Context: an optimization exercise on an open-source flow, tuned for a short achievable clock period and few clock cycles. The choices shown serve that exercise and are no tape-out recipe.
RTL that was checked went through simulation tests only; none was proved equivalent to the original.
Only the layout flow was run in runs 4 and 5; the RTL was not checked for function there.
No activity file was given, so power comes from the tool's default toggle rates.

===== design/flow/config.mk =====
export PLATFORM = sky130hd
export DESIGN_NAME = a362m
export DESIGN_NICKNAME = a362m
export VERILOG_FILES = /design/flow/design.v
export SDC_FILE = /design/flow/constraint.sdc
export NUM_CORES = 4
export LEC_CHECK = 0
export CAP_MARGIN = 20
export CORE_MARGIN = 2
export CORE_UTILIZATION = 55
export PLACE_DENSITY = 0.7
export SETUP_SLACK_MARGIN = 4.5
export SLEW_MARGIN = 20
export SYNTH_HIERARCHICAL = 1

===== design/flow/design.v =====
module a362m (
    input  wire        clk,
    input  wire        rst_n,
    input  wire        cmd_valid,
    input  wire [39:0] cmd_word,
    output reg         cmd_ready,
    output reg         done_valid,
    output reg  [2:0]  done_status,
    output reg  [15:0] rd,
    output reg  [15:0] fx,
    output reg  [15:0] fy,
    output reg  [15:0] fz,
    output reg  [15:0] ft,
    output reg  [63:0] burst_buf,
    output reg  [3:0]  bufn,
    output reg  [7:0]  want,
    output reg  [7:0]  echo,
    output reg  [2:0]  status,
    output reg  [3:0]  err,
    output reg         busy,
    output reg         cs_open,
    output reg         tx_valid,
    output reg  [7:0]  tx_byte,
    input  wire        rx_valid,
    input  wire [7:0]  rx_byte,
    input  wire        bus_fail
);
    localparam [4:0] OP_RD1    = 5'h01, OP_WR1   = 5'h02, OP_RD2    = 5'h03,
                     OP_WR2    = 5'h04, OP_RDB   = 5'h05, OP_DEC    = 5'h08,
                     OP_RDS8   = 5'h09, OP_RDS12 = 5'h0A, OP_RDXYZT = 5'h0B,
                     OP_WRC    = 5'h10, OP_SETB  = 5'h11, OP_SETF   = 5'h12,
                     OP_RDF    = 5'h13, OP_MEASON= 5'h14, OP_SRESET = 5'h15,
                     OP_CFGACT = 5'h18, OP_CFGINACT = 5'h19;
    localparam [2:0] ST_OK = 3'd0, ST_TF = 3'd1, ST_VM = 3'd2, ST_IF = 3'd3,
                     ST_IC = 3'd4;
    function [15:0] decode(input [7:0] lo, input [7:0] hi, input s);
        decode = s ? {hi, lo} : {4'h0, hi[3:0], lo};
    endfunction
    reg         bsy;         
    reg         frm;         
    wire        acc = !bsy && cmd_valid && rst_n;     
    wire [16:0] c_d;         
    wire [16:0] c_dl;        
    wire [16:0] c_z;         
    wire [13:0] c_t;         
    wire        c_zs, c_zr;  
    wire        c_run, c_fit;
    wire        hold_cs;     
    wire        cs_next, tv_next, frm_next, lg_a, lg_b;
    a362m_opdec  u_opd (.op(cmd_word[39:35]), .en(acc), .d(c_d));
    a362m_opdec1 u_opl (.op(cmd_word[39:35]), .d(c_dl));
    a362m_chk    u_chk (.w(cmd_word[34:0]), .z(c_z), .t(c_t), .zs(c_zs), .zr(c_zr));
    a362m_runchk u_run (.m(cmd_word[23:16]), .v(cmd_word[7:0]), .run(c_run), .fit(c_fit));
    a362m_ao14   u_gcs (.d(c_d[13:0]), .t(c_t), .hold(hold_cs), .y(cs_next));
    a362m_ao14   u_gtv (.d(c_d[13:0]), .t(c_t), .hold(hold_cs), .y(tv_next));
    a362m_ao14   u_gfr (.d(c_d[13:0]), .t(c_t), .hold(hold_cs), .y(frm_next));
    a362m_ao9    u_lga (.d(c_dl[8:0]), .t(c_z[8:0]), .y(lg_a));
    a362m_ao8    u_lgb (.d(c_dl[16:9]), .t(c_z[16:9]), .y(lg_b));
    wire [4:0] c_op = cmd_word[39:35];
    wire c_rdfirst = (c_op == OP_RD1) | (c_op == OP_RD2) | (c_op == OP_RDB) |
                     (c_op == OP_RDS8) | (c_op == OP_RDS12) | (c_op == OP_RDXYZT) |
                     (c_op == OP_SETB) | (c_op == OP_SETF) | (c_op == OP_RDF) |
                     (c_op == OP_MEASON);
    reg        gap;          
    reg        first;        
    reg [1:0]  lg_q;         
    reg [16:0] opq;          
    reg        dec_q;        
    reg        fit_q, run_q, zs_q, zr_q;    
    reg [39:0] cw;           
    reg [2:0]  step;         
    reg [3:0]  pos;          
    reg        last;         
    reg        endc;         
    reg        e_rd, e_xyzt; 
    reg [7:0]  e_rdb;        
    reg        rdfr;         
    reg        vfy;          
    reg [7:0]  capsel;       
    reg [63:0] rxbuf;        
    reg [7:0]  w_q;          
    reg [7:0]  vsh;          
    reg [63:0] rdfm;         
    reg [7:0]  bsel;         
    wire [4:0]  op    = cw[39:35];
    wire        s_bit = cw[34];
    wire        m_bit = cw[33];
    wire [7:0]  addr  = cw[31:24];
    wire [7:0]  mask  = cw[23:16];
    wire [7:0]  val8  = cw[7:0];
    wire [1:0]  ch    = cw[1:0];
    wire [7:0]  t     = rxbuf[7:0];
    wire        aic   = (addr == 8'h27);
    wire o_rd1  = opq[0],  o_wr1  = opq[1],  o_rd2  = opq[2],  o_wr2  = opq[3];
    wire o_rdb  = opq[4],  o_rds8 = opq[5],  o_rds12= opq[6],  o_xyzt = opq[7];
    wire o_wrc  = opq[8],  o_setb = opq[9],  o_meas = opq[10], o_srst = opq[11];
    wire o_cact = opq[12], o_cin  = opq[13], o_setf = opq[14], o_rdf  = opq[15];
    wire o_cfg  = o_cact || o_cin;
    reg        d_wr, d_fin, d_vfy;
    reg [7:0]  d_addr, d_p0, d_p1;
    reg [3:0]  d_len;
    always @(*) begin
        d_wr   = 1'b0;
        d_fin  = 1'b1;
        d_vfy  = 1'b0;
        d_addr = addr;
        d_len  = 4'd1;
        d_p0   = val8;
        d_p1   = cw[15:8];
        if (o_wr1) d_wr = 1'b1;
        if (o_rd2 || o_wr2 || o_rds12) d_len = 4'd2;
        if (o_wr2) d_wr = 1'b1;
        if (o_rdb) d_len = cw[3:0];
        if (o_rds8) d_addr = {6'b000010, ch};
        if (o_rds12) d_addr = 8'h0E + {5'd0, ch, 1'b0};
        if (o_xyzt) begin d_addr = 8'h0E; d_len = 4'd8; end
        if (o_wrc) begin
            if (step == 3'd0) begin d_wr = 1'b1; d_fin = !aic; end
            else d_vfy = 1'b1;
        end
        if (o_setb || o_setf) begin
            case (step)
                3'd0:    d_fin = 1'b0;
                3'd1:    begin d_wr = 1'b1; d_fin = !aic; d_p0 = w_q; end
                default: d_vfy = 1'b1;
            endcase
        end
        if (o_meas) begin
            d_addr = 8'h2D;
            if (step == 3'd0) d_fin = 1'b0;
            else begin d_wr = 1'b1; d_p0 = w_q; end
        end
        if (o_srst) begin d_wr = 1'b1; d_addr = 8'h1F; d_p0 = 8'h52; end
        if (o_cfg) begin
            d_fin = 1'b0;
            case (step)
                3'd0: begin
                    d_wr = 1'b1; d_len = 4'd2;
                    d_addr = o_cact ? 8'h20 : 8'h23;
                    d_p0 = cw[23:16]; d_p1 = cw[31:24];
                end
                3'd1: begin
                    d_wr = 1'b1;
                    d_addr = o_cact ? 8'h22 : 8'h25;
                    d_len  = o_cact ? 4'd1 : 4'd2;
                end
                3'd2: d_addr = 8'h27;
                3'd3: begin d_wr = 1'b1; d_addr = 8'h27; d_p0 = w_q; end
                default: begin d_addr = 8'h27; d_vfy = 1'b1; d_fin = 1'b1; end
            endcase
        end
    end
    wire [7:0] nxt = (pos == 4'd0) ? d_addr :
                     !d_wr         ? 8'h00  :
                     (pos == 4'd1) ? d_p0   :
                     (pos == 4'd2) ? d_p1   : 8'h00;
    wire nlast = (pos == d_len);
    wire nendc = nlast && d_fin;
    reg [7:0] wcalc;
    always @(*) begin
        if (o_setb)      wcalc = t | mask;
        else if (o_setf) wcalc = (t & ~mask) | vsh;
        else if (o_meas) wcalc = t | 8'h02;
        else if (o_cact) wcalc = t | (m_bit ? 8'h03 : 8'h01);
        else if (o_cin)  wcalc = t | (m_bit ? 8'h0C : 8'h04);
        else             wcalc = val8;
    end
    reg [7:0] ctz1h;
    integer zi;
    always @(*) begin
        ctz1h = 8'h00;
        for (zi = 7; zi >= 0; zi = zi - 1)
            if (mask[zi]) ctz1h = 8'h01 << zi;
    end
    reg [7:0] vsh_c;
    reg [63:0] rdfm_c;
    integer zc, zj;
    always @(*) begin
        vsh_c  = 8'h00;
        rdfm_c = 64'h0;
        for (zc = 0; zc < 8; zc = zc + 1) begin
            if (ctz1h[zc]) vsh_c = (val8 << zc) & mask;
            for (zj = 0; zj + zc < 8; zj = zj + 1)
                rdfm_c[8*zc + zj] = ctz1h[zc] & mask[zj + zc];
        end
    end
    reg [7:0] rdf_v;
    integer fc, fj;
    always @(*) begin
        rdf_v = 8'h00;
        for (fj = 0; fj < 8; fj = fj + 1)
            for (fc = 0; fj + fc < 8; fc = fc + 1)
                rdf_v[fj] = rdf_v[fj] | (rdfm[8*fc + fj] & rx_byte[fj + fc]);
    end
    wire [7:0]  b0 = rxbuf[7:0];
    reg  [15:0] rd_new;
    always @(*) begin
        if (o_rd2)        rd_new = {rx_byte, b0};
        else if (o_rds12) rd_new = decode(b0, rx_byte, s_bit);
        else if (o_rdf)   rd_new = {8'h00, rdf_v};
        else              rd_new = {8'h00, rx_byte};
    end
    wire rd_op = o_rd1 || o_rd2 || o_rds8 || o_rds12 || o_rdf;
    wire ans    = frm && rx_valid && !bus_fail;        
    wire fail   = frm && bus_fail;                     
    wire fin_ok = ans && endc;                         
    wire lgo    = first && ((o_setf && zs_q && fit_q) || (o_rdf && zr_q && run_q));
    wire zdone  = first && !frm && !lgo;               
    wire done_evt = fin_ok || fail || zdone;
    wire eq     = (rx_byte == w_q);
    assign hold_cs = rst_n && bsy && (gap || lgo || (frm && !bus_fail && !(rx_valid && last)));
    wire lg = lg_q[0] || lg_q[1];
    wire busy_next, bsy_next;
    a362m_bsy u_bo (.rst_n(rst_n), .acc(acc), .bsy(bsy), .done(done_evt), .y(busy_next));
    a362m_bsy u_bi (.rst_n(rst_n), .acc(acc), .bsy(bsy), .done(done_evt), .y(bsy_next));
    integer i;
    always @(posedge clk) begin
        vsh   <= vsh_c;
        rdfm  <= rdfm_c;
        for (i = 0; i < 8; i = i + 1)
            bsel[i] <= (i < cw[3:0]);
        lg_q  <= {lg_b, lg_a};
        dec_q <= (c_op == OP_DEC);
        fit_q <= c_fit;
        run_q <= c_run;
        zs_q  <= c_zs;
        zr_q  <= c_zr;
        if (!bsy) begin
            cw  <= cmd_word;
            opq <= c_dl;
        end
        if (frm)
            for (i = 0; i < 8; i = i + 1)
                if (capsel[i]) rxbuf[8*i +: 8] <= rx_byte;
        if (gap)
            w_q <= wcalc;
        if (!bsy) begin
            rdfr    <= c_rdfirst;
            vfy     <= 1'b0;
            step    <= 3'd0;
            pos     <= 4'd0;
            last    <= 1'b0;
            endc    <= 1'b0;
            e_rd    <= 1'b0;
            e_xyzt  <= 1'b0;
            e_rdb   <= 8'h00;
            capsel  <= 8'h00;
        end else if (gap) begin
            rdfr    <= !d_wr;
            vfy     <= d_vfy;
            pos     <= 4'd0;
            last    <= 1'b0;
            endc    <= 1'b0;
            e_rd    <= 1'b0;
            e_xyzt  <= 1'b0;
            e_rdb   <= 8'h00;
            capsel  <= 8'h00;
        end else if (ans) begin
            if (last) begin
                if (!endc)
                    step <= step + 3'd1;
            end else begin
                pos     <= pos + 4'd1;
                last    <= nlast;
                endc    <= nendc;
                e_rd    <= nendc && rd_op;
                e_xyzt  <= nendc && o_xyzt;
                e_rdb   <= (nendc && o_rdb) ? bsel : 8'h00;
                if (rdfr)
                    capsel <= (pos == 4'd1) ? 8'h01 : {capsel[6:0], 1'b0};
            end
        end
    end
    always @(posedge clk) begin
        cs_open  <= cs_next;
        tx_valid <= tv_next;
        frm      <= frm_next;
        busy     <= busy_next;
        bsy      <= bsy_next;
        if (!rst_n) begin
            tx_byte     <= 8'h00;
            cmd_ready   <= 1'b1;
            first       <= 1'b0;
            gap         <= 1'b0;
            done_valid  <= 1'b0;
            done_status <= 3'd0;
            rd          <= 16'h0;
            fx          <= 16'h0;
            fy          <= 16'h0;
            fz          <= 16'h0;
            ft          <= 16'h0;
            burst_buf   <= 64'h0;
            bufn        <= 4'h0;
            want        <= 8'h00;
            echo        <= 8'h00;
            status      <= ST_OK;
            err         <= 4'h0;
        end else begin
            first      <= acc;
            gap        <= ans && last && !endc;
            done_valid <= done_evt;
            if (acc)
                cmd_ready <= 1'b0;
            else if (done_evt)
                cmd_ready <= 1'b1;
            if (!bsy)
                tx_byte <= {7'b0000101, c_rdfirst};
            else if (gap)
                tx_byte <= {7'b0000101, !d_wr};
            else if (ans && !last)
                tx_byte <= nxt;
            if (fail) begin
                done_status <= ST_TF;
                status      <= ST_TF;
                err[0]      <= 1'b1;
            end else if (fin_ok) begin
                if (vfy && !eq) begin
                    done_status <= ST_VM;
                    status      <= ST_VM;
                    err[1]      <= 1'b1;
                end else begin
                    done_status <= ST_OK;
                    status      <= ST_OK;
                end
            end else if (zdone) begin
                if (!lg) begin
                    done_status <= ST_IC;
                    status      <= ST_IC;
                    err[3]      <= 1'b1;
                end else if (!dec_q) begin
                    done_status <= ST_IF;
                    status      <= ST_IF;
                    err[2]      <= 1'b1;
                end else begin
                    done_status <= ST_OK;
                    status      <= ST_OK;
                end
            end
            if (zdone && lg && dec_q)
                rd <= decode(cw[7:0], cw[15:8], cw[34]);
            else if (ans && e_rd)
                rd <= rd_new;
            if (ans && e_xyzt) begin
                fx <= decode(rxbuf[7:0],   rxbuf[15:8],  s_bit);
                fy <= decode(rxbuf[23:16], rxbuf[31:24], s_bit);
                fz <= decode(rxbuf[39:32], rxbuf[47:40], s_bit);
                ft <= decode(rxbuf[55:48], rx_byte,      s_bit);
            end
            for (i = 0; i < 8; i = i + 1)
                if (ans && e_rdb[i])
                    burst_buf[8*i +: 8] <= capsel[i] ? rx_byte : rxbuf[8*i +: 8];
            if (ans && e_rdb[0])
                bufn <= cw[3:0];
            if (fin_ok && vfy) begin
                want <= w_q;
                echo <= rx_byte;
            end
        end
    end
endmodule
module a362m_opdec (
    input  wire [4:0]  op,
    input  wire        en,
    output wire [16:0] d
);
    assign d[0]  = en && (op == 5'h01);
    assign d[1]  = en && (op == 5'h02);
    assign d[2]  = en && (op == 5'h03);
    assign d[3]  = en && (op == 5'h04);
    assign d[4]  = en && (op == 5'h05);
    assign d[5]  = en && (op == 5'h09);
    assign d[6]  = en && (op == 5'h0A);
    assign d[7]  = en && (op == 5'h0B);
    assign d[8]  = en && (op == 5'h10);
    assign d[9]  = en && (op == 5'h11);
    assign d[10] = en && (op == 5'h14);
    assign d[11] = en && (op == 5'h15);
    assign d[12] = en && (op == 5'h18);
    assign d[13] = en && (op == 5'h19);
    assign d[14] = en && (op == 5'h12);
    assign d[15] = en && (op == 5'h13);
    assign d[16] = en && (op == 5'h08);
endmodule
module a362m_opdec1 (
    input  wire [4:0]  op,
    output wire [16:0] d
);
    assign d[0]  = (op == 5'h01);
    assign d[1]  = (op == 5'h02);
    assign d[2]  = (op == 5'h03);
    assign d[3]  = (op == 5'h04);
    assign d[4]  = (op == 5'h05);
    assign d[5]  = (op == 5'h09);
    assign d[6]  = (op == 5'h0A);
    assign d[7]  = (op == 5'h0B);
    assign d[8]  = (op == 5'h10);
    assign d[9]  = (op == 5'h11);
    assign d[10] = (op == 5'h14);
    assign d[11] = (op == 5'h15);
    assign d[12] = (op == 5'h18);
    assign d[13] = (op == 5'h19);
    assign d[14] = (op == 5'h12);
    assign d[15] = (op == 5'h13);
    assign d[16] = (op == 5'h08);
endmodule
module a362m_chk (
    input  wire [34:0] w,
    output wire [16:0] z,
    output wire [13:0] t,
    output wire        zs,
    output wire        zr
);
    assign z[0]  = ((w & 35'h700FFFFFF) == 35'h0);    
    assign z[1]  = ((w & 35'h700FFFF00) == 35'h0);    
    assign z[2]  = ((w & 35'h700FFFFFF) == 35'h0);    
    assign z[3]  = ((w & 35'h700FF0000) == 35'h0);    
    assign z[4]  = ((w & 35'h700FFFF00) == 35'h0);    
    assign z[5]  = ((w & 35'h7FFFFFFFC) == 35'h0);    
    assign z[6]  = ((w & 35'h3FFFFFFFC) == 35'h0);    
    assign z[7]  = ((w & 35'h3FFFFFFFF) == 35'h0);    
    assign z[8]  = ((w & 35'h700FFFF00) == 35'h0);    
    assign z[9]  = ((w & 35'h70000FFFF) == 35'h0);    
    assign z[10] = ((w & 35'h7FFFFFFFF) == 35'h0);    
    assign z[11] = ((w & 35'h7FFFFFFFF) == 35'h0);    
    assign z[12] = ((w & 35'h500000000) == 35'h0);    
    assign z[13] = ((w & 35'h500000000) == 35'h0);    
    assign z[14] = ((w & 35'h70000FF00) == 35'h0);    
    assign z[15] = ((w & 35'h70000FFFF) == 35'h0);    
    assign z[16] = ((w & 35'h3FFFF0000) == 35'h0);    
    wire [7:0] a = w[31:24];
    wire [7:0] n = w[7:0];
    wire ctrl = (a[7:4] == 4'h2) && (a[3:0] != 4'hF);
    wire v_n  = (n[7:4] == 4'h0) && (n[3] ? (n[2:0] == 3'd0) : (n[2:0] != 3'd0));
    wire v_ch = !(n[1] && n[0]);
    wire v_th = (w[31:27] == 5'h00);
    assign t[0]  = z[0];
    assign t[1]  = z[1];
    assign t[2]  = z[2];
    assign t[3]  = z[3];
    assign t[4]  = z[4] && v_n;
    assign t[5]  = z[5] && v_ch;
    assign t[6]  = z[6];
    assign t[7]  = z[7];
    assign t[8]  = z[8] && ctrl;
    assign t[9]  = z[9] && ctrl;
    assign t[10] = z[10];
    assign t[11] = z[11];
    assign t[12] = z[12] && v_th && (w[15:8] == 8'h00);
    assign t[13] = z[13] && v_th;
    assign zs    = z[14] && ctrl;
    assign zr    = z[15] && ctrl;
endmodule
module a362m_runchk (
    input  wire [7:0] m,
    input  wire [7:0] v,
    output reg        run,
    output reg        fit
);
    integer rc, rp;
    always @(*) begin
        run = 1'b0;
        fit = 1'b0;
        for (rc = 0; rc < 8; rc = rc + 1)
            for (rp = 1; rc + rp <= 8; rp = rp + 1)
                if (m == ((8'hFF >> (8 - rp)) << rc)) begin
                    run = 1'b1;
                    if ((v >> rp) == 8'h00) fit = 1'b1;
                end
    end
endmodule
module a362m_ao14 (
    input  wire [13:0] d,
    input  wire [13:0] t,
    input  wire        hold,
    output wire        y
);
    assign y = hold || ((d & t) != 14'h0);
endmodule
module a362m_ao9 (
    input  wire [8:0] d,
    input  wire [8:0] t,
    output wire       y
);
    assign y = ((d & t) != 9'h0);
endmodule
module a362m_ao8 (
    input  wire [7:0] d,
    input  wire [7:0] t,
    output wire       y
);
    assign y = ((d & t) != 8'h0);
endmodule
module a362m_bsy (
    input  wire rst_n,
    input  wire acc,
    input  wire bsy,
    input  wire done,
    output wire y
);
    assign y = rst_n && (acc || (bsy && !done));
endmodule

===== design/flow/run.sh =====
#!/bin/bash
# synth_recipe.tcl (not shown) runs the flow's synth.tcl, then flattens the netlist and writes it again
# the make line also repeats each setting of config.mk as NAME=value (left out here)
make -C /OpenROAD-flow-scripts/flow DESIGN_CONFIG=/design/flow/config.mk WORK_HOME=/design/flow/orfs CLKGATE_MAP_FILE= SYNTH_SCRIPT=/design/flow/synth_recipe.tcl finish

===== design/flow/constraint.sdc =====
create_clock -name core_clock -period 7.0 [get_ports {clk}]
set_input_delay 1.4000 -clock core_clock [delete_from_list [all_inputs] [get_ports {clk}]]
set_output_delay 1.4000 -clock core_clock [all_outputs]
set_load 0.01 [all_outputs]

==> impl_metrics.env, run 1 <==
export IMPL_footprint_of_the_multi_input_gates_um2=8313
export IMPL_drt_iter0_markers=1381
export IMPL_slew_headroom=0.2779
export IMPL_intPower_uw=3804
export IMPL_hold_violations=0
export IMPL_design_die_area_um2=33720
export IMPL_fillers=2490
export IMPL_maximum_clock_rate_ghz=0.4015
export IMPL_drt_vias_per_instance=6.096
export IMPL_clk_slew_on_worst_s_h_paths_ns=0.06
export IMPL_r2r_cells=8
export IMPL_max_stage_delay_ns=0.51
export IMPL_ant_nets=0
export IMPL_postRouteWirelength_um=53600
export IMPL_mappedNetlistArea_um2=17750
export IMPL_worstHoldPathCells=2
export IMPL_cts_tree="built"
export IMPL_power_share_switching=0.2382
export IMPL_final_hold_worst_slack_ns=0.4463
export IMPL_gp_routability_congestion=0.9452
export IMPL_worst_path_buf_inv=1
export IMPL_cell_at_the_root_of_the_clock_tree="sky130_fd_sc_hd__clkbuf_16"
export IMPL_finalClockSkew_ns=0.01432
export IMPL_worst_setup_end_kind="flop"
export IMPL_global_route_usage_total=0.3102
export IMPL_synthesis_area_per_instance_um2=9.671
export IMPL_worst_path_max_fanout=9
export IMPL_worst_ep_required_time_ns=7.48
export IMPL_chipHeight_um=183.6
export IMPL_netlist_instances=1835
export IMPL_remaining_drc_errors=0
export IMPL_total_switching_power_uw=1190
export IMPL_sequential_group_share_of_total_power=0.499
export IMPL_p_clk_frac=0.428
export IMPL_regArea_um2=9304
export IMPL_outcome="complete, no violations"
export IMPL_place_worst_setup_slack_ns=2.818
export IMPL_area_growth_syn_to_layout_pct=21.84
export IMPL_num_io_pins=240
export IMPL_cts_h_tree_depth=2
export IMPL_dr_pass1_iters=6
export IMPL_cellPowerDensity_nw_per_um2=230.9
export IMPL_wl_per_cell_um=21.72
export IMPL_final_setup_vio_count=0
export IMPL_p_leak_uw=0.007863
export IMPL_cts_buffers_inserted=41
export IMPL_final_max_slew_violation_count=0
export IMPL_final_setup_tns_ns=0
export IMPL_core_rowCount=65
export IMPL_post_layout_minimum_cycle_time_ns=2.490
export IMPL_cp_depth=6
export IMPL_drive_above_1_share=0.2890
export IMPL_antenna_cells_inserted=0
export IMPL_initial_core_util=0.5609
export IMPL_synth_fp_nets=1899
export IMPL_place_port_buffers=239
export IMPL_grt_first_pass_wirelength_um=81520
export IMPL_critPathTopFamily="simple AND/OR/NAND/NOR gates"
export IMPL_power_frac_comb=0.074
export IMPL_worstSetupPathType="in2reg"
export IMPL_grt_start_max_net_pins=91
export IMPL_critical_path_cell_chain="clkdlybuf4s18_2, and3_4, nand2_1, nor4_1, a22oi_1, nand4_1"
export IMPL_detailed_place_hpwl_um=35610
export IMPL_worst_slack_ns=4.510
export IMPL_floorplan_die_width_um=183.6
export IMPL_synth_yosys_warnings=8
export IMPL_skew_pair_late_insertion_delay_ns=0.54
export IMPL_clock_sinks=398
export IMPL_global_route_overflow_total=0
export IMPL_worstSetupStartpointType="primary input"
export IMPL_core_region_area_um2=31640
export IMPL_layout_worst_path_cycle_share=0.3558
export IMPL_finish_utilization=0.6834
export IMPL_final_net_count=2100
export IMPL_worst_ir_drop_vdd_uv=128.4
export IMPL_vias=15050
export IMPL_crit_path_top_delay_cell="sky130_fd_sc_hd__nor4_1"
export IMPL_max_cap_violations=0
export IMPL_rsz0062_at_grt="true"
export IMPL_arrival_time_worst_endpoint_ns=2.97
export IMPL_cts_root_to_sink_buffers=3
export IMPL_grt_pass1_vias=14110
export IMPL_timing_worst_slew_pin_value_ns=1.074
export IMPL_antenna_found_initial=0
export IMPL_hold_path_class="reg2reg"
final timing paths:
check / slack [ns] / endpoint / startpoint
worst max-delay path: 4.51 / cs_open / rst_n
worst min-delay path: 0.45 / e_rdb[0] / bsel[0]
worst max register to register: 4.59 / tx_byte[4] / step[0]
worst min register to register: 0.45 / e_rdb[0] / bsel[0]
power by group through the flow:
stage	Combinational (µW)	Sequential, µW	Clock (µW)
2_1_floorplan	229	2490	0
6_report	368	2490	2140
4_1_cts	349	2490	2150
3_3_place_gp	323	2540	0
3_5_place_dp	328	2540	0
5_1_grt	395	2490	2240
registers in the layout, summed over array words and instances, names as in the netlist, 16 cells and up:
register / count
burst_buf: 64
cw: 34
fx: 16
rd: 16
rxbuf: 64
opq: 16
rdfm: 36
fz: 16
ft: 16
fy: 16
metal layers:
layer  wire length (µm)  track usage  up-vias
met5                  0            0        -
met4               1700       0.1114        0
met3               4075      0.04477      112
met2              25810       0.5223      665
met1              22010       0.4086     7289
li1                   -            -     6980
layout make-up:
class                           count  area share
Sequential cell                   398      0.4303
Multi-Input combinational cell   1264      0.3845
Timing Repair Buffer              302     0.09589
Clock buffer                       59     0.05440
Tap cell                          402     0.02326
Clock inverter                     14    0.006076
Inverter                           29    0.005556
cells in the final DEF, fill, tap and decap left out, drive strengths merged, types with 6 or more instances in the layout:
| master | count |
|---|---|
| nand2 | 261 |
| dfxtp | 275 |
| nand3 | 60 |
| edfxtp | 123 |
| nor2b | 16 |
| o21ai | 51 |
| a211oi | 7 |
| a22oi | 34 |
| a31oi | 19 |
| a311oi | 8 |
| a222oi | 8 |
| and2 | 42 |
| clkinv | 8 |
| ha | 11 |
| inv | 32 |
| a21o | 7 |
| nor4 | 28 |
| buf | 247 |
| xnor2 | 6 |
| nor3 | 33 |
| clkdlybuf4s15 | 24 |
| a21oi | 170 |
| o211ai | 10 |
| mux2 | 69 |
| o22a | 8 |
| mux2i | 74 |
| and3 | 13 |
| o21a | 6 |
| nand4 | 15 |
| nor2 | 167 |
| nand2b | 19 |
| dlygate4sd2 | 14 |
| o31ai | 15 |
| o221ai | 6 |
| clkbuf | 71 |
| xor2 | 15 |
what timing repair did:
item	in CTS	in global routing
cloned	2	0
hold buffers	0	0
pin swaps	26	22
buffers inserted	33	17
resized for setup	974	130
endpoints found under the setup margin	430	226
endpoints found under the hold margin	0	0
through the flow:
stage | instance area, µm² | instances | power [µW]
2_1_floorplan | 17890 | 1835 | 2722
3_5_place_dp | 20150 | 2343 | 2870
5_1_grt | 21620 | 2468 | 5130
6_report | 21620 | 2468 | 4993
3_3_place_gp | 20150 | 2343 | 2864
4_1_cts | 21630 | 2451 | 4990
worst min-delay path, cell delays in order, from the launching register on:
cell                      delay [ns]
sky130_fd_sc_hd__dfxtp_1        0.30
sky130_fd_sc_hd__nand2_1        0.06
sky130_fd_sc_hd__o31ai_1        0.05
Testbench counts, summed over its fixed seeds: cycles 102,253.
==> run 2: changes to the inputs <==
--- a/design/flow/config.mk
+++ b/design/flow/config.mk
@@ -9,4 +9,4 @@
 export CORE_MARGIN = 2
-export CORE_UTILIZATION = 55
-export PLACE_DENSITY = 0.7
+export CORE_UTILIZATION = 40
+export PLACE_DENSITY = 0.6
 export SETUP_SLACK_MARGIN = 4.5
==> impl_metrics.env, run 2 <==
export IMPL_synthesis_area_per_instance_um2=9.671
export IMPL_worst_r2r_endpoint="w_q[4]"
export IMPL_design_die_area_um2=46070
export IMPL_final_net_count=2110
export IMPL_critPathTopFamily="simple AND/OR/NAND/NOR gates"
export IMPL_clk_slew_on_worst_s_h_paths_ns=0.06
export IMPL_worstSetupPathType="in2reg"
export IMPL_antenna_found_initial=1
export IMPL_place_inst=2537
export IMPL_gp_routability_congestion=0.9171
export IMPL_worst_ir_drop_vdd_uv=156.8
export IMPL_antenna_cells_inserted=0
export IMPL_mappedNetlistArea_um2=17750
export IMPL_remaining_drc_errors=0
export IMPL_core_region_area_um2=44030
export IMPL_power_frac_comb=0.075
export IMPL_wl_per_cell_um=21.97
export IMPL_area_growth_syn_to_layout_pct=25.35
export IMPL_most_common_library_cell_in_the_layout_ignoring_fill_and_taps="sky130_fd_sc_hd__nand2_1"
export IMPL_cts_buffers_inserted=44
export IMPL_final_setup_vio_count=0
export IMPL_layout_worst_path_cycle_share=0.3545
export IMPL_num_io_pins=240
export IMPL_hold_violations=0
export IMPL_worst_path_buf_inv=3
export IMPL_worst_path_most_repeated_cell="sky130_fd_sc_hd__nor4_4"
export IMPL_hold_path_class="reg2reg"
export IMPL_intPower_uw=3908
export IMPL_worst_path_max_fanout=5
export IMPL_grt_start_max_net_pins=79
export IMPL_ff2ff_setup_slack_ns=4.61
export IMPL_vias=15040
export IMPL_initial_core_util=0.4031
export IMPL_met3_usage=0.04128
export IMPL_met2_track_utilization_from_global_routing=0.3828
export IMPL_cts_hold_repair_buffers=0
export IMPL_netlist_instances=1835
export IMPL_sequential_group_share_of_total_power=0.478
export IMPL_synth_yosys_warnings=8
export IMPL_arrival_time_worst_endpoint_ns=2.99
export IMPL_r2r_cells=5
export IMPL_maximum_clock_rate_ghz=0.4030
export IMPL_hold_path_startpoint="bsel[0]"
export IMPL_p_leak_uw=0.008071
export IMPL_slew_headroom=0.2804
export IMPL_post_layout_minimum_cycle_time_ns=2.481
export IMPL_worst_setup_end_kind="flop"
export IMPL_grt_pass1_vias=13890
export IMPL_global_route_usage_total=0.2442
export IMPL_postRouteWirelength_um=58720
export IMPL_clock_sinks=398
export IMPL_cts_root_to_sink_buffers=3
export IMPL_worst_ep_required_time_ns=7.51
export IMPL_finalClockSkew_ns=0.01668
export IMPL_dr_pass1_iters=5
export IMPL_critical_path_cell_chain="clkbuf_4, nor4_4, buf_6, nand3_4, nor4_4, buf_4, a22oi_2, and4_1, nand4_1"
export IMPL_final_setup_tns_ns=0
export IMPL_critPathCapture="frm"
export IMPL_p_clk_frac=0.448
export IMPL_startpoint="cmd_word[4]"
export IMPL_regToRegStartpoint="opq[12]"
export IMPL_number_of_standard_cells_in_the_final_layout_excluding_fillers=2673
export IMPL_rsz0062_at_grt="true"
export IMPL_grt_first_pass_wirelength_um=87260
export IMPL_worstSetupStartpointType="primary input"
export IMPL_drt_iter0_markers=1466
export IMPL_crit_path_top_delay_cell="sky130_fd_sc_hd__nor4_4"
export IMPL_final_max_slew_violation_count=0
export IMPL_outcome="complete, no violations"
export IMPL_max_cap_violations=0
export IMPL_top_regs="burst_buf (64), rxbuf (64), rdfm (36)"
export IMPL_top_usage_layer="met2"
export IMPL_cell_at_the_root_of_the_clock_tree="sky130_fd_sc_hd__clkbuf_16"
export IMPL_core_rowCount=77
export IMPL_detailed_place_hpwl_um=39030
export IMPL_cellPowerDensity_nw_per_um2=234.0
export IMPL_place_port_buffers=239
export IMPL_drive_above_1_share=0.3075
export IMPL_layout_common_cells="254 x sky130_fd_sc_hd__nand2_1, 168 x sky130_fd_sc_hd__a21oi_1, 168 x sky130_fd_sc_hd__dfxtp_1, 155 x sky130_fd_sc_hd__buf_2, 153 x sky130_fd_sc_hd__nor2_1"
export IMPL_grt_met1_usage=0.3495
export IMPL_max_stage_delay_ns=0.30
export IMPL_ant_nets=0
export IMPL_power_share_switching=0.2493
export IMPL_skew_pair_late_insertion_delay_ns=0.59
export IMPL_total_switching_power_uw=1298
export IMPL_chipHeight_um=214.6
export IMPL_timing_worst_slew_pin_value_ns=1.079
export IMPL_drt_vias_per_instance=5.627
export IMPL_cp_depth=9
export IMPL_synth_fp_nets=1899
export IMPL_floorplan_die_width_um=214.6
export IMPL_cts_h_tree_depth=2
export IMPL_global_route_overflow_total=0
export IMPL_cts_tree="built"
==> run 2: final cells by class <==
type,count,area [µm²]
clock buffers,65,1261
clock inverters,16,183.9
fillers,4134,21780
inverters,29,115.1
multi-input cells,1265,8364
flip-flops and latches,398,9343
well taps,592,740.7
repair buffers,308,2236
==> run 2: power by group through the flow <==
stage / sequential (µW) / clock, µW / combinational, µW
finish: 2490 / 2330 / 389
floorplan: 2490 / 0 / 229
global route: 2490 / 2480 / 417
global placement: 2540 / 0 / 339
CTS: 2490 / 2370 / 360
detailed placement: 2540 / 0 / 342
==> run 2: how the worst min path moves through the flow <==
stage          depth (start not counted)  slack [ns]        to
2_1_floorplan                          0        0.39   rdfm[0]
3_3_place_gp                           2        0.43  e_rdb[4]
3_5_place_dp                           2        0.43  e_rdb[1]
4_1_cts                                2        0.43  e_rdb[0]
5_1_grt                                2        0.46  e_rdb[7]
6_report                               2        0.44  e_rdb[0]
==> run 2: metal layers <==
layer  wire, µm  part of all wire  up-vias
met1      26430              0.45     7326
met5         10           0.00017        -
met4       1330             0.023        2
met3       4204             0.072       82
met2      26740              0.46      618
li1           -                 -     7013
==> run 2: through the flow <==
stage / total power (µW) / cell area [µm²] / hold WS, ns / utilization / setup WS, ns
2_1_floorplan: 2722 / 17890 / 0.3883 / - / 4.218
3_3_place_gp: 2878 / 20420 / 0.4258 / 0.4637 / 2.930
3_5_place_dp: 2882 / 20420 / 0.4342 / 0.4639 / 2.841
4_1_cts: 5220 / 21690 / 0.4323 / 0.4925 / 4.477
5_1_grt: 5382 / 22240 / 0.4646 / 0.5052 / 4.448
6_report: 5206 / 22240 / 0.4413 / 0.5052 / 4.519
==> run 2: what timing repair did <==
action / 4_1_cts / 5_1_grt
pin swaps: 19 / 30
setup endpoints to repair: 421 / 97
gates cloned: 3 / 1
setup buffers: 22 / 29
resized for setup: 1049 / 134
==> run 2: worst register-to-register path: stages, from the launching register on <==
cell and delay (ns):
sky130_fd_sc_hd__edfxtp_1 0.58, sky130_fd_sc_hd__or2_4 0.40, sky130_fd_sc_hd__nor2_1 0.43, sky130_fd_sc_hd__mux2_2 0.39, sky130_fd_sc_hd__o22a_1 0.17, sky130_fd_sc_hd__o22a_1 0.17
==> run 3: changes to the inputs <==
==> design/flow/flow/run.sh (new file) <==
#!/bin/bash
# Own flow: the standard layout (standard synthesis unchanged), with the
# port buffers made from plain buffers (buf_4) instead of the delay cells
# buffer_ports picks by default, and cell resizing not held to footprints.
set -euo pipefail
bash standard.sh \
  "BUFFER_PORTS_ARGS=-buffer_cell sky130_fd_sc_hd__buf_4" \
  MATCH_CELL_FOOTPRINT=0 \
  finish > flow_make.log 2>&1
==> design/flow/standard.sh (new file) <==
#!/bin/bash
# synth_recipe.tcl (not shown) runs the flow's synth.tcl, then flattens the netlist and writes it again
# the make line also repeats each setting of config.mk as NAME=value (left out here)
make -C /OpenROAD-flow-scripts/flow DESIGN_CONFIG=/design/flow/config.mk WORK_HOME=/design/flow/orfs CLKGATE_MAP_FILE= SYNTH_SCRIPT=/design/flow/synth_recipe.tcl "${@:-finish}"
removed: design/flow/run.sh
==> impl_metrics.env, run 3 <==
export IMPL_sequential_group_share_of_total_power=0.489
export IMPL_ant_nets=0
export IMPL_area_growth_syn_to_layout_pct=22.74
export IMPL_power_total_uw=5075
export IMPL_max_stage_delay_ns=0.38
export IMPL_antenna_cells_inserted=0
export IMPL_worst_slack_ns=4.508
export IMPL_arrival_time_worst_endpoint_ns=1.09
export IMPL_number_of_standard_cells_in_the_final_layout_excluding_fillers=2636
export IMPL_antenna_found_initial=0
export IMPL_worstSetupStartpointType="flop"
export IMPL_final_net_count=2074
export IMPL_postRouteWirelength_um=56520
export IMPL_drt_vias_per_instance=5.592
export IMPL_worst_path_buf_inv=1
export IMPL_initial_core_util=0.4031
export IMPL_place_inst=2530
export IMPL_synthesis_area_per_instance_um2=9.671
export IMPL_netlist_instances=1835
export IMPL_wl_per_cell_um=21.44
export IMPL_cts_h_tree_depth=2
export IMPL_intPower_uw=3837
export IMPL_layout_worst_path_cycle_share=0.3560
export IMPL_worst_ep_required_time_ns=5.60
export IMPL_grt_start_max_net_pins=97
export IMPL_clock_sinks=398
export IMPL_place_port_buffers=239
export IMPL_top_regs="burst_buf (64), rxbuf (64), rdfm (36)"
export IMPL_timing_worst_slew_pin_value_ns=1.074
export IMPL_drt_iter0_markers=1469
export IMPL_ff2ff_setup_slack_ns=4.65
export IMPL_cts_root_to_sink_buffers=3
export IMPL_critical_path_cell_chain="buf_4"
export IMPL_most_common_library_cell_in_the_layout_ignoring_fill_and_taps="sky130_fd_sc_hd__nand2_1"
export IMPL_worst_ir_drop_vdd_uv=163.5
export IMPL_cellPowerDensity_nw_per_um2=233.0
export IMPL_max_cap_violations=0
export IMPL_slew_headroom=0.2778
export IMPL_floorplan_die_width_um=214.6
export IMPL_cts_buffers_inserted=42
export IMPL_clk_slew_on_worst_s_h_paths_ns=0.06
export IMPL_hold_path_class="reg2reg"
export IMPL_final_setup_vio_count=0
export IMPL_post_layout_minimum_cycle_time_ns=2.492
export IMPL_global_route_usage_total=0.2379
export IMPL_power_frac_comb=0.072
export IMPL_dr_pass1_iters=6
export IMPL_remaining_drc_errors=0
export IMPL_grt_pass1_vias=13750
export IMPL_worst_setup_end_kind="output port"
export IMPL_maximum_clock_rate_ghz=0.4013
export IMPL_layout_common_cells="256 x sky130_fd_sc_hd__nand2_1, 255 x sky130_fd_sc_hd__buf_4, 220 x sky130_fd_sc_hd__dfxtp_1, 170 x sky130_fd_sc_hd__a21oi_1, 160 x sky130_fd_sc_hd__nor2_1"
export IMPL_final_setup_tns_ns=0
export IMPL_layout_cell_area_non_filler_um2=21780
export IMPL_core_region_area_um2=44030
export IMPL_final_max_slew_violation_count=0
export IMPL_synth_fp_nets=1899
export IMPL_cts_hold_repair_buffers=0
export IMPL_chipHeight_um=214.6
export IMPL_worst_path_max_fanout=2
export IMPL_global_route_overflow_total=0
export IMPL_power_share_switching=0.2440
export IMPL_skew_pair_late_insertion_delay_ns=0.58
export IMPL_outcome="complete, no violations"
export IMPL_p_clk_frac=0.439
export IMPL_total_switching_power_uw=1238
export IMPL_hold_violations=0
export IMPL_worstSetupPathType="reg2out"
export IMPL_detailed_place_hpwl_um=38280
export IMPL_finalClockSkew_ns=0.03077
export IMPL_gp_routability_congestion=0.9398
export IMPL_num_io_pins=240
export IMPL_place_worst_setup_slack_ns=3.338
export IMPL_cell_at_the_root_of_the_clock_tree="sky130_fd_sc_hd__clkbuf_16"
export IMPL_crit_path_top_delay_cell="sky130_fd_sc_hd__dfxtp_1"
export IMPL_cts_tree="built"
export IMPL_grt_first_pass_wirelength_um=85100
export IMPL_drive_above_1_share=0.2632
export IMPL_design_die_area_um2=46070
export IMPL_rsz0062_at_grt="true"
export IMPL_core_rowCount=77
export IMPL_synth_yosys_warnings=8
export IMPL_p_leak_uw=0.007626
export IMPL_placedInstanceArea_um2=19760
export IMPL_mappedNetlistArea_um2=17750
export IMPL_critPathTopFamily="flip-flops"
export IMPL_vias=14740
-- run 3: path summary, 6_finish.rpt --
check / startpoint / to / cells past startpoint
setup / recovery: fy[8] / fy[8] / 1
hold / removal: bsel[1] / e_rdb[1] / 2
setup reg to reg: opq[12] / w_q[5] / 5
hold reg to reg: bsel[1] / e_rdb[1] / 2
-- run 3: per-layer routing --
metal	up-vias	share of wire	GRT usage
li1	6923	-	-
met1	7132	0.46	0.3382
met2	587	0.45	0.3768
met3	98	0.069	0.03986
met4	0	0.023	0.05949
met5	-	0	0
-- run 3: power groups by stage --
stage               combinational [µW]  clock (µW)  sequential, µW
finish                             365        2230            2480
global placement                   327           0            2540
global route                       396        2360            2490
detailed placement                 331           0            2540
CTS                                345        2260            2480
floorplan                          229           0            2490
-- run 3: worst reg2reg max path, cell delays in order, from the launching register on --
cell and delay [ns]:
sky130_fd_sc_hd__edfxtp_1 0.57, sky130_fd_sc_hd__or2_4 0.39, sky130_fd_sc_hd__nor2_1 0.38, sky130_fd_sc_hd__mux2_2 0.40
sky130_fd_sc_hd__o22a_1 0.18, sky130_fd_sc_hd__o22a_1 0.20
-- run 3: timing repair --
action | CTS | global route
gates resized for setup | 79 | 58
pin swaps | 11 | 14
endpoints found under the setup margin | 234 | 167
gates cloned | 1 | 1
buffers inserted | 13 | 13
-- run 3: area by class of cell --
cell class | instances | area, µm²
tap | 592 | 740.7
inverter | 29 | 120.1
sequential | 398 | 9280
clock buffer | 66 | 1259
multi-input combinational | 1264 | 8102
timing repair buffer | 275 | 2163
clock inverter | 12 | 116.4
fill | 4083 | 22250
-- run 3: metrics by stage --
step / util / hold WS, ns
after floorplan: - / 0.3883
after global placement: 0.4489 / 0.4281
after detailed placement: 0.4489 / 0.4319
after CTS: 0.4886 / 0.4246
after global routing: 0.4947 / 0.4442
final: 0.4947 / 0.4258
==> run 4: changes to the inputs <==
--- a/design/flow/design.v
+++ b/design/flow/design.v
@@ -41,6 +41,4 @@
     wire        acc = !bsy && cmd_valid && rst_n;     
-    wire [16:0] c_d;         
     wire [16:0] c_dl;        
     wire [16:0] c_z;         
-    wire [13:0] c_t;         
     wire        c_zs, c_zr;  
@@ -49,9 +47,23 @@
     wire        cs_next, tv_next, frm_next, lg_a, lg_b;
-    a362m_opdec  u_opd (.op(cmd_word[39:35]), .en(acc), .d(c_d));
     a362m_opdec1 u_opl (.op(cmd_word[39:35]), .d(c_dl));
-    a362m_chk    u_chk (.w(cmd_word[34:0]), .z(c_z), .t(c_t), .zs(c_zs), .zr(c_zr));
+    a362m_chk    u_chk (.w(cmd_word[34:0]), .z(c_z), .zs(c_zs), .zr(c_zr));
     a362m_runchk u_run (.m(cmd_word[23:16]), .v(cmd_word[7:0]), .run(c_run), .fit(c_fit));
-    a362m_ao14   u_gcs (.d(c_d[13:0]), .t(c_t), .hold(hold_cs), .y(cs_next));
-    a362m_ao14   u_gtv (.d(c_d[13:0]), .t(c_t), .hold(hold_cs), .y(tv_next));
-    a362m_ao14   u_gfr (.d(c_d[13:0]), .t(c_t), .hold(hold_cs), .y(frm_next));
+    wire [13:0] c_term;
+    a362m_t_rd1   u_t_rd1   (.w(cmd_word[34:0]), .op(cmd_word[39:35]), .acc(acc), .y(c_term[0]));
+    a362m_t_wr1   u_t_wr1   (.w(cmd_word[34:0]), .op(cmd_word[39:35]), .acc(acc), .y(c_term[1]));
+    a362m_t_rd2   u_t_rd2   (.w(cmd_word[34:0]), .op(cmd_word[39:35]), .acc(acc), .y(c_term[2]));
+    a362m_t_wr2   u_t_wr2   (.w(cmd_word[34:0]), .op(cmd_word[39:35]), .acc(acc), .y(c_term[3]));
+    a362m_t_rdb   u_t_rdb   (.w(cmd_word[34:0]), .op(cmd_word[39:35]), .acc(acc), .y(c_term[4]));
+    a362m_t_rds8  u_t_rds8  (.w(cmd_word[34:0]), .op(cmd_word[39:35]), .acc(acc), .y(c_term[5]));
+    a362m_t_rds12 u_t_rds12 (.w(cmd_word[34:0]), .op(cmd_word[39:35]), .acc(acc), .y(c_term[6]));
+    a362m_t_xyzt  u_t_xyzt  (.w(cmd_word[34:0]), .op(cmd_word[39:35]), .acc(acc), .y(c_term[7]));
+    a362m_t_wrc   u_t_wrc   (.w(cmd_word[34:0]), .op(cmd_word[39:35]), .acc(acc), .y(c_term[8]));
+    a362m_t_setb  u_t_setb  (.w(cmd_word[34:0]), .op(cmd_word[39:35]), .acc(acc), .y(c_term[9]));
+    a362m_t_meas  u_t_meas  (.w(cmd_word[34:0]), .op(cmd_word[39:35]), .acc(acc), .y(c_term[10]));
+    a362m_t_srst  u_t_srst  (.w(cmd_word[34:0]), .op(cmd_word[39:35]), .acc(acc), .y(c_term[11]));
+    a362m_t_cact  u_t_cact  (.w(cmd_word[34:0]), .op(cmd_word[39:35]), .acc(acc), .y(c_term[12]));
+    a362m_t_cin   u_t_cin   (.w(cmd_word[34:0]), .op(cmd_word[39:35]), .acc(acc), .y(c_term[13]));
+    a362m_or15h  u_gcs (.x(c_term), .hold(hold_cs), .y(cs_next));
+    a362m_or15h  u_gtv (.x(c_term), .hold(hold_cs), .y(tv_next));
+    a362m_or15h  u_gfr (.x(c_term), .hold(hold_cs), .y(frm_next));
     a362m_ao9    u_lga (.d(c_dl[8:0]), .t(c_z[8:0]), .y(lg_a));
@@ -360,25 +372,2 @@
 endmodule
-module a362m_opdec (
-    input  wire [4:0]  op,
-    input  wire        en,
-    output wire [16:0] d
-);
-    assign d[0]  = en && (op == 5'h01);
-    assign d[1]  = en && (op == 5'h02);
-    assign d[2]  = en && (op == 5'h03);
-    assign d[3]  = en && (op == 5'h04);
-    assign d[4]  = en && (op == 5'h05);
-    assign d[5]  = en && (op == 5'h09);
-    assign d[6]  = en && (op == 5'h0A);
-    assign d[7]  = en && (op == 5'h0B);
-    assign d[8]  = en && (op == 5'h10);
-    assign d[9]  = en && (op == 5'h11);
-    assign d[10] = en && (op == 5'h14);
-    assign d[11] = en && (op == 5'h15);
-    assign d[12] = en && (op == 5'h18);
-    assign d[13] = en && (op == 5'h19);
-    assign d[14] = en && (op == 5'h12);
-    assign d[15] = en && (op == 5'h13);
-    assign d[16] = en && (op == 5'h08);
-endmodule
 module a362m_opdec1 (
@@ -408,3 +397,2 @@
     output wire [16:0] z,
-    output wire [13:0] t,
     output wire        zs,
@@ -432,19 +420,2 @@
     wire ctrl = (a[7:4] == 4'h2) && (a[3:0] != 4'hF);
-    wire v_n  = (n[7:4] == 4'h0) && (n[3] ? (n[2:0] == 3'd0) : (n[2:0] != 3'd0));
-    wire v_ch = !(n[1] && n[0]);
-    wire v_th = (w[31:27] == 5'h00);
-    assign t[0]  = z[0];
-    assign t[1]  = z[1];
-    assign t[2]  = z[2];
-    assign t[3]  = z[3];
-    assign t[4]  = z[4] && v_n;
-    assign t[5]  = z[5] && v_ch;
-    assign t[6]  = z[6];
-    assign t[7]  = z[7];
-    assign t[8]  = z[8] && ctrl;
-    assign t[9]  = z[9] && ctrl;
-    assign t[10] = z[10];
-    assign t[11] = z[11];
-    assign t[12] = z[12] && v_th && (w[15:8] == 8'h00);
-    assign t[13] = z[13] && v_th;
     assign zs    = z[14] && ctrl;
@@ -470,10 +441,2 @@
 endmodule
-module a362m_ao14 (
-    input  wire [13:0] d,
-    input  wire [13:0] t,
-    input  wire        hold,
-    output wire        y
-);
-    assign y = hold || ((d & t) != 14'h0);
-endmodule
 module a362m_ao9 (
@@ -501 +464,134 @@
 endmodule
+module a362m_t_rd1 (
+    input  wire [34:0] w,
+    input  wire [4:0]  op,
+    input  wire        acc,
+    output wire        y
+);
+    assign y = acc && (op == 5'h01) && ((w & 35'h700FFFFFF) == 35'h0) &&
+               (1'b1);
+endmodule
+module a362m_t_wr1 (
+    input  wire [34:0] w,
+    input  wire [4:0]  op,
+    input  wire        acc,
+    output wire        y
+);
+    assign y = acc && (op == 5'h02) && ((w & 35'h700FFFF00) == 35'h0) &&
+               (1'b1);
+endmodule
+module a362m_t_rd2 (
+    input  wire [34:0] w,
+    input  wire [4:0]  op,
+    input  wire        acc,
+    output wire        y
+);
+    assign y = acc && (op == 5'h03) && ((w & 35'h700FFFFFF) == 35'h0) &&
+               (1'b1);
+endmodule
+module a362m_t_wr2 (
+    input  wire [34:0] w,
+    input  wire [4:0]  op,
+    input  wire        acc,
+    output wire        y
+);
+    assign y = acc && (op == 5'h04) && ((w & 35'h700FF0000) == 35'h0) &&
+               (1'b1);
+endmodule
+module a362m_t_rdb (
+    input  wire [34:0] w,
+    input  wire [4:0]  op,
+    input  wire        acc,
+    output wire        y
+);
+    assign y = acc && (op == 5'h05) && ((w & 35'h700FFFF00) == 35'h0) &&
+               ((w[7:4] == 4'h0) && (w[3] ? (w[2:0] == 3'd0) : (w[2:0] != 3'd0)));
+endmodule
+module a362m_t_rds8 (
+    input  wire [34:0] w,
+    input  wire [4:0]  op,
+    input  wire        acc,
+    output wire        y
+);
+    assign y = acc && (op == 5'h09) && ((w & 35'h7FFFFFFFC) == 35'h0) &&
+               (!(w[1] && w[0]));
+endmodule
+module a362m_t_rds12 (
+    input  wire [34:0] w,
+    input  wire [4:0]  op,
+    input  wire        acc,
+    output wire        y
+);
+    assign y = acc && (op == 5'h0A) && ((w & 35'h3FFFFFFFC) == 35'h0) &&
+               (1'b1);
+endmodule
+module a362m_t_xyzt (
+    input  wire [34:0] w,
+    input  wire [4:0]  op,
+    input  wire        acc,
+    output wire        y
+);
+    assign y = acc && (op == 5'h0B) && ((w & 35'h3FFFFFFFF) == 35'h0) &&
+               (1'b1);
+endmodule
+module a362m_t_wrc (
+    input  wire [34:0] w,
+    input  wire [4:0]  op,
+    input  wire        acc,
+    output wire        y
+);
+    assign y = acc && (op == 5'h10) && ((w & 35'h700FFFF00) == 35'h0) &&
+               ((w[31:28] == 4'h2) && (w[27:24] != 4'hF));
+endmodule
+module a362m_t_setb (
+    input  wire [34:0] w,
+    input  wire [4:0]  op,
+    input  wire        acc,
+    output wire        y
+);
+    assign y = acc && (op == 5'h11) && ((w & 35'h70000FFFF) == 35'h0) &&
+               ((w[31:28] == 4'h2) && (w[27:24] != 4'hF));
+endmodule
+module a362m_t_meas (
+    input  wire [34:0] w,
+    input  wire [4:0]  op,
+    input  wire        acc,
+    output wire        y
+);
+    assign y = acc && (op == 5'h14) && ((w & 35'h7FFFFFFFF) == 35'h0) &&
+               (1'b1);
+endmodule
+module a362m_t_srst (
+    input  wire [34:0] w,
+    input  wire [4:0]  op,
+    input  wire        acc,
+    output wire        y
+);
+    assign y = acc && (op == 5'h15) && ((w & 35'h7FFFFFFFF) == 35'h0) &&
+               (1'b1);
+endmodule
+module a362m_t_cact (
+    input  wire [34:0] w,
+    input  wire [4:0]  op,
+    input  wire        acc,
+    output wire        y
+);
+    assign y = acc && (op == 5'h18) && ((w & 35'h500000000) == 35'h0) &&
+               ((w[31:27] == 5'h00) && (w[15:8] == 8'h00));
+endmodule
+module a362m_t_cin (
+    input  wire [34:0] w,
+    input  wire [4:0]  op,
+    input  wire        acc,
+    output wire        y
+);
+    assign y = acc && (op == 5'h19) && ((w & 35'h500000000) == 35'h0) &&
+               ((w[31:27] == 5'h00));
+endmodule
+module a362m_or15h (
+    input  wire [13:0] x,
+    input  wire        hold,
+    output wire        y
+);
+    assign y = hold || (x != 14'h0);
+endmodule
==> impl_metrics.env, run 4 <==
export IMPL_outcome="complete, no violations"
export IMPL_grt_start_max_net_pins=95
export IMPL_synth_async_reset_ratio=0
export IMPL_rsz0062_at_grt="true"
export IMPL_critPathTopFamily="simple AND/OR/NAND/NOR gates"
export IMPL_maximum_clock_rate_ghz=0.3998
export IMPL_num_io_pins=240
export IMPL_cts_tree="built"
export IMPL_finalClockSkew_ns=0.02284
export IMPL_synth_enable_flop_cells=123
export IMPL_final_setup_tns_ns=0
export IMPL_cts_buffers_inserted=43
export IMPL_place_port_buffers=239
export IMPL_global_route_overflow_total=0
export IMPL_critPathCapture="done_status[1]"
export IMPL_area_growth_syn_to_layout_pct=20.90
export IMPL_sequential_to_total_area_share_from_yosys_stat=0.4920
export IMPL_placedInstanceArea_um2=20790
export IMPL_drt_vias_per_instance=5.915
export IMPL_skew_pair_late_insertion_delay_ns=0.58
export IMPL_timing_worst_slew_pin_value_ns=0.8339
export IMPL_synth_fp_nets=2011
export IMPL_netlist_instances=1947
export IMPL_worst_ep_required_time_ns=7.45
export IMPL_grt_pass1_vias=15070
export IMPL_most_common_library_cell_in_the_layout_ignoring_fill_and_taps="sky130_fd_sc_hd__nand2_1"
export IMPL_final_setup_vio_count=0
export IMPL_synthesis_area_per_instance_um2=9.603
export IMPL_synth_top_area_cell="sky130_fd_sc_hd__dfxtp_1"
export IMPL_dr_pass1_iters=5
export IMPL_synth_largest_type_area_fraction=0.2944
export IMPL_crit_path_top_delay_cell="sky130_fd_sc_hd__nor4_1"
export IMPL_worst_path_max_fanout=19
export IMPL_drt_iter0_markers=1655
export IMPL_startpoint="rx_byte[6]"
export IMPL_cts_root_to_sink_buffers=3
export IMPL_p_clk_frac=0.433
export IMPL_footprint_of_the_multi_input_gates_um2=9019
export IMPL_power_share_switching=0.2512
export IMPL_chipHeight_um=220.2
export IMPL_total_switching_power_uw=1294
export IMPL_hold_path_class="reg2reg"
export IMPL_remaining_drc_errors=0
export IMPL_clk_slew_on_worst_s_h_paths_ns=0.06
export IMPL_ff2ff_setup_slack_ns=4.57
export IMPL_ys_seq_elements=398
export IMPL_final_net_count=2187
export IMPL_regArea_um2=9281
export IMPL_power_frac_comb=0.085
export IMPL_design_die_area_um2=48490
export IMPL_ys_top_cells_by_count="275 x sky130_fd_sc_hd__dfxtp_1, 267 x sky130_fd_sc_hd__nand2_1, 174 x sky130_fd_sc_hd__nor2_1"
export IMPL_worst_r2r_endpoint="tx_byte[0]"
export IMPL_post_layout_minimum_cycle_time_ns=2.501
export IMPL_number_of_standard_cells_in_the_final_layout_excluding_fillers=2764
export IMPL_worst_ir_drop_vdd_uv=165.7
export IMPL_r2r_cells=6
export IMPL_floorplan_die_width_um=220.2
export IMPL_p_leak_uw=0.007567
export IMPL_synth_cell_type_count=95
export IMPL_max_cap_violations=0
export IMPL_global_route_usage_total=0.2574
export IMPL_wl_per_cell_um=23.36
export IMPL_cts_h_tree_depth=2
export IMPL_synth_top_flop_cell="sky130_fd_sc_hd__dfxtp_1"
export IMPL_arrival_time_worst_endpoint_ns=2.95
export IMPL_sequential_group_share_of_total_power=0.482
export IMPL_initial_core_util=0.4033
export IMPL_regToRegStartpoint="opq[14]"
export IMPL_leading_cell_types_by_total_area_after_synthesis="sky130_fd_sc_hd__dfxtp_1 29%, sky130_fd_sc_hd__edfxtp_1 20%, sky130_fd_sc_hd__nand2_1 5.4%"
export IMPL_top_regs="burst_buf (64), rxbuf (64), rdfm (36)"
export IMPL_intPower_uw=3858
export IMPL_critical_path_cell_chain="buf_4, xor2_1, nor4_1, a21oi_2, a211oi_1, nor2_1"
export IMPL_clock_sinks=398
export IMPL_detailed_place_hpwl_um=42150
export IMPL_max_stage_delay_ns=0.60
export IMPL_power_total_uw=5152
export IMPL_fillers=4340
export IMPL_grt_first_pass_wirelength_um=95210
export IMPL_core_rowCount=79
export IMPL_synth_most_common_cell="sky130_fd_sc_hd__dfxtp_1"
export IMPL_core_region_area_um2=46360
export IMPL_cellPowerDensity_nw_per_um2=227.9
export IMPL_cp_depth=6
export IMPL_ant_nets=0
export IMPL_cell_at_the_root_of_the_clock_tree="sky130_fd_sc_hd__clkbuf_16"
export IMPL_postRouteWirelength_um=64560
export IMPL_layout_worst_path_cycle_share=0.3573
export IMPL_worst_setup_end_kind="flop"
export IMPL_worst_path_buf_inv=1
export IMPL_final_max_slew_violation_count=0
export IMPL_antenna_found_initial=0
export IMPL_drive_above_1_share=0.2643
export IMPL_antenna_cells_inserted=0
export IMPL_place_inst=2668
export IMPL_gp_routability_congestion=0.9488
export IMPL_hold_violations=0
export IMPL_slew_headroom=0.4420
export IMPL_worstSetupStartpointType="primary input"
export IMPL_worstSetupPathType="in2reg"
export IMPL_mappedNetlistArea_um2=18700
export IMPL_layout_cell_area_non_filler_um2=22610
export IMPL_layout_common_cells="262 x sky130_fd_sc_hd__nand2_1, 255 x sky130_fd_sc_hd__buf_4, 223 x sky130_fd_sc_hd__dfxtp_1, 170 x sky130_fd_sc_hd__nor2_1, 165 x sky130_fd_sc_hd__a21oi_1"
export IMPL_cts_hold_repair_buffers=0
export IMPL_synth_yosys_warnings=8
export IMPL_vias=16350
==> run 4: power by group through the flow <==
stage	Clock [µW]	Combinational, µW	Sequential, µW
global placement	0	397	2530
floorplan	0	243	2490
global route	2360	466	2490
detailed placement	0	401	2540
finish	2230	438	2480
CTS	2270	413	2480
==> run 4: cell type report <==
type / count / share of cell area
clock buffers: 67 / 0.05645
clock inverters: 12 / 0.005092
inverters: 27 / 0.004981
multi-input cells: 1388 / 0.3989
flip-flops and latches: 398 / 0.4106
well taps: 607 / 0.03360
repair buffers: 265 / 0.09038
==> run 4: layer usage <==
metal,global-route usage,up-vias,share of wire
li1,-,7470,-
met1,0.3678,7891,0.44
met2,0.4037,860,0.45
met3,0.03753,127,0.086
met4,0.07673,0,0.025
met5,0,-,0
==> run 4: worst min-delay path, delay by kind of cell, from the launching register on <==
kind | cells | cell delay (ns)
flip-flops | 1 | 0.29
AND/OR/NAND/NOR | 1 | 0.05
AO/OA/AOI/OAI | 1 | 0.05
==> run 4: cell families after synthesis <==
group	after synthesis	synth area share
AOI/OAI and AO/OA	372	0.1278
DFF	398	0.4920
muxes	143	0.08117
adders and majority gates	11	0.007361
xor gates and xnor gates	21	0.009837
and+or+nand+nor	840	0.2449
buffers and inverters	162	0.03694
==> run 4: worst min path at each step <==
| stage | from | to | slack, ns | depth (start not counted) |
|---|---|---|---|---|
| detailed placement | bsel[7] | e_rdb[7] | 0.44 | 2 |
| finish | bsel[5] | e_rdb[5] | 0.45 | 2 |
| global placement | e_rdb[6] | e_rdb[6] | 0.43 | 2 |
| CTS | bsel[7] | e_rdb[7] | 0.45 | 2 |
| floorplan | cw[16] | rdfm[0] | 0.39 | 0 |
| global route | bsel[4] | e_rdb[4] | 0.46 | 2 |
==> run 4: timing repair <==
action | CTS | global route
pin swaps | 1 | 4
setup buffers | 6 | 10
setup endpoints to repair | 243 | 129
gates cloned | 0 | 1
resized for setup | 60 | 53
==> run 4: per-module statistics from Yosys (local to each module, per instance), excerpt <==
| module | cells inside | area (µm²) |
|---|---|---|
| a362m_bsy | 2 | 21.27 |
| a362m_t_meas | 16 | 105.1 |
| a362m_t_rds12 | 14 | 117.6 |
| a362m_chk | 38 | 326.6 |
| a362m_t_rd2 | 13 | 88.84 |
| a362m_t_cact | 10 | 70.07 |
| a362m_t_wr1 | 10 | 72.57 |
| a362m_t_wrc | 13 | 96.34 |
| a362m_ao9 | 5 | 46.29 |
| a362m_runchk | 106 | 685.7 |
| a362m | 1577 | 16020 |
| a362m_t_rd1 | 12 | 93.84 |
| a362m_t_rds8 | 15 | 120.1 |
| a362m_or15h | 5 | 30.03 |
==> run 4: per-stage QoR <==
step	util	hold slack (ns)	setup slack, ns
finish	0.4877	0.4452	4.499
global route	0.4877	0.4559	4.405
CTS	0.4822	0.4475	4.500
detailed placement	0.4484	0.4395	2.717
global placement	0.4484	0.4317	2.801
floorplan	-	0.3883	4.336
==> run 5: changes to the inputs <==
==> design/flow/run.sh (new file) <==
#!/bin/bash
# synth_recipe.tcl (not shown) runs the flow's synth.tcl, then flattens the netlist and writes it again
# the make line also repeats each setting of config.mk as NAME=value (left out here)
make -C /OpenROAD-flow-scripts/flow DESIGN_CONFIG=/design/flow/config.mk WORK_HOME=/design/flow/orfs CLKGATE_MAP_FILE= SYNTH_SCRIPT=/design/flow/synth_recipe.tcl finish
removed: design/flow/flow/run.sh
removed: design/flow/standard.sh
==> impl_metrics.env, run 5 <==
export IMPL_initial_core_util=0.4033
export IMPL_synth_top_flop_cell="sky130_fd_sc_hd__dfxtp_1"
export IMPL_place_port_buffers=239
export IMPL_finalClockSkew_ns=0.01401
export IMPL_synth_most_common_cell="sky130_fd_sc_hd__dfxtp_1"
export IMPL_remaining_drc_errors=0
export IMPL_maximum_clock_rate_ghz=0.4018
export IMPL_core_region_area_um2=46360
export IMPL_final_net_count=2245
export IMPL_arrival_time_worst_endpoint_ns=2.96
export IMPL_antenna_cells_inserted=0
export IMPL_synth_fp_nets=2011
export IMPL_sequential_to_total_area_share_from_yosys_stat=0.4920
export IMPL_top_regs="burst_buf (64), rxbuf (64), rdfm (36)"
export IMPL_cts_root_to_sink_buffers=3
export IMPL_worst_path_max_fanout=13
export IMPL_gp_routability_congestion=0.9082
export IMPL_floorplan_die_width_um=220.2
export IMPL_grt_first_pass_wirelength_um=99770
export IMPL_p_leak_uw=0.008336
export IMPL_cellPowerDensity_nw_per_um2=228.3
export IMPL_postRouteWirelength_um=67020
export IMPL_design_die_area_um2=48490
export IMPL_chipHeight_um=220.2
export IMPL_clk_slew_on_worst_s_h_paths_ns=0.06
export IMPL_worst_ep_required_time_ns=7.47
export IMPL_skew_pair_late_insertion_delay_ns=0.59
export IMPL_global_route_usage_total=0.2708
export IMPL_worst_r2r_endpoint="vsh[6]"
export IMPL_worstSetupPathType="in2reg"
export IMPL_hold_path_startpoint="bsel[5]"
export IMPL_dr_pass1_iters=6
export IMPL_wl_per_cell_um=23.73
export IMPL_final_setup_tns_ns=0
export IMPL_final_max_slew_violation_count=0
export IMPL_ant_nets=0
export IMPL_timing_worst_slew_pin_value_ns=1.042
export IMPL_synth_largest_type_area_fraction=0.2944
export IMPL_ys_top_cells_by_count="275 x sky130_fd_sc_hd__dfxtp_1, 267 x sky130_fd_sc_hd__nand2_1, 174 x sky130_fd_sc_hd__nor2_1"
export IMPL_grt_pass1_vias=15680
export IMPL_num_io_pins=240
export IMPL_outcome="complete, no violations"
export IMPL_drt_vias_per_instance=5.900
export IMPL_max_stage_delay_ns=0.49
export IMPL_cts_hold_repair_buffers=0
export IMPL_layout_worst_path_cycle_share=0.3556
export IMPL_slew_headroom=0.3055
export IMPL_ff2ff_setup_slack_ns=4.63
export IMPL_whs_endpoint="e_rdb[5]"
[run 5: power by group]
part,internal [µW],switching (µW)
combinational,187,308
sequential,2420,62.9
clock,1450,968
[run 5: per-module statistics from Yosys, one instance, submodules excluded, a selection]
| module | times used | flops+latches | cell area [µm²] | cells inside |
|---|---|---|---|---|
| a362m_ao9 | 1 | 0 | 46.29 | 5 |
| a362m_runchk | 1 | 0 | 685.7 | 106 |
| a362m_t_rdb | 1 | 0 | 105.1 | 13 |
| a362m_chk | 1 | 0 | 326.6 | 38 |
| a362m_t_cin | 1 | 0 | 42.54 | 5 |
| a362m_opdec1 | 1 | 0 | 156.4 | 27 |
| a362m_bsy | 2 | 0 | 21.27 | 2 |
| a362m_t_xyzt | 1 | 0 | 126.4 | 14 |
| a362m_t_setb | 1 | 0 | 96.34 | 13 |
[run 5: how the worst max path moves through the flow]
stage	to	slack, ns	start	cells after the start
2_1_floorplan	fit_q	4.34	cmd_word[17]	5
3_3_place_gp	tx_byte[0]	3.01	bus_fail	8
3_5_place_dp	rd[9]	3.00	rst_n	4
4_1_cts	done_status[1]	4.45	rx_byte[2]	7
5_1_grt	frm	4.42	cmd_word[32]	6
6_report	done_status[1]	4.51	rx_byte[0]	7
[run 5: logic make-up (layout without fill, tap and decap cells)]
kind of cell | count (synthesis) | in the layout | synth area share
and+or+nand+nor | 840 | 842 | 0.2449
DFF | 398 | 398 | 0.4920
AOI/OAI and AO/OA | 372 | 372 | 0.1278
buffers and inverters | 162 | 430 | 0.03694
muxes | 143 | 143 | 0.08117
xor gates and xnor gates | 21 | 21 | 0.009837
adders and majority gates | 11 | 11 | 0.007361
[run 5: per-stage QoR]
step | instance area (µm²) | std cells | utilization | power [µW] | setup slack (ns)
finish | 23660 | 2824 | 0.5103 | 5400 | 4.511
global placement | 21530 | 2687 | 0.4644 | 2947 | 3.012
global route | 23660 | 2824 | 0.5103 | 5571 | 4.418
floorplan | 18810 | 1947 | - | 2736 | 4.336
detailed placement | 21530 | 2687 | 0.4644 | 2949 | 2.998
CTS | 23280 | 2800 | 0.5021 | 5405 | 4.455
[run 5: timing repair]
item	4_1_cts	5_1_grt
buffers inserted	19	23
resized for setup	1071	133
endpoints found under the setup margin	423	177
pin swaps	13	20
cloned	12	1
[run 5: layout make-up]
cell class	count	area, µm²	share of cell area
Timing Repair Buffer	321	2718	0.1149
Multi-Input combinational cell	1389	9208	0.3892
Clock buffer	64	1269	0.05363
Clock inverter	18	245.2	0.01037
Tap cell	607	759.5	0.03211
Sequential cell	398	9343	0.3950
Inverter	27	113.9	0.004813
[run 5: routing by layer]
metal	track usage	vias up	wire [µm]
met5	0	-	0
met4	0.07159	0	1604
met3	0.03436	112	5437
met2	0.4353	834	30740
met1	0.3846	8095	29240
li1	-	7622	-
[run 5: worst reg2reg max path: stages (launching register included)]
cell	delay, ns
sky130_fd_sc_hd__edfxtp_1	0.80
sky130_fd_sc_hd__nor4_2	1.02
sky130_fd_sc_hd__a221o_1	0.27
sky130_fd_sc_hd__a221o_1	0.10
sky130_fd_sc_hd__a22o_1	0.12

afterwards: timing with drivers on the ports:
How much do the figures lean on ideal ports? The routed layouts below were timed once more, with nothing changed but the port constraints. Step 1: set_driving_cell puts a clkbuf_16 on clk and a buf_2 on each other input, an assumption about the parent block. Step 2 moves the port delays by t, midway between the first and last clock arrival at a register: inputs arrive t later, outputs are due t later. That takes back most of the time a late clock gives input paths. Slacks: ideal ports / drivers / drivers and shift; pairs: ideal ports / drivers.
| run | t, ns | setup slack, ns | worst slew at a driven data input, ns |
|---|---|---|---|
| run 1 | 0.591 | 4.510 / 4.461 / 3.943 | 0.06 |
| run 2 | 0.633 | 4.519 / 4.465 / 3.924 | 0.04 |
| run 3 | 0.619 | 4.508 / 4.455 / 3.921 | 0.06 |
| run 4 | 0.623 | 4.499 / 4.461 / 3.894 | 0.05 |
| run 5 | 0.637 | 4.511 / 4.462 / 3.906 | 0.05 |
After both steps every run listed still meets setup and hold.
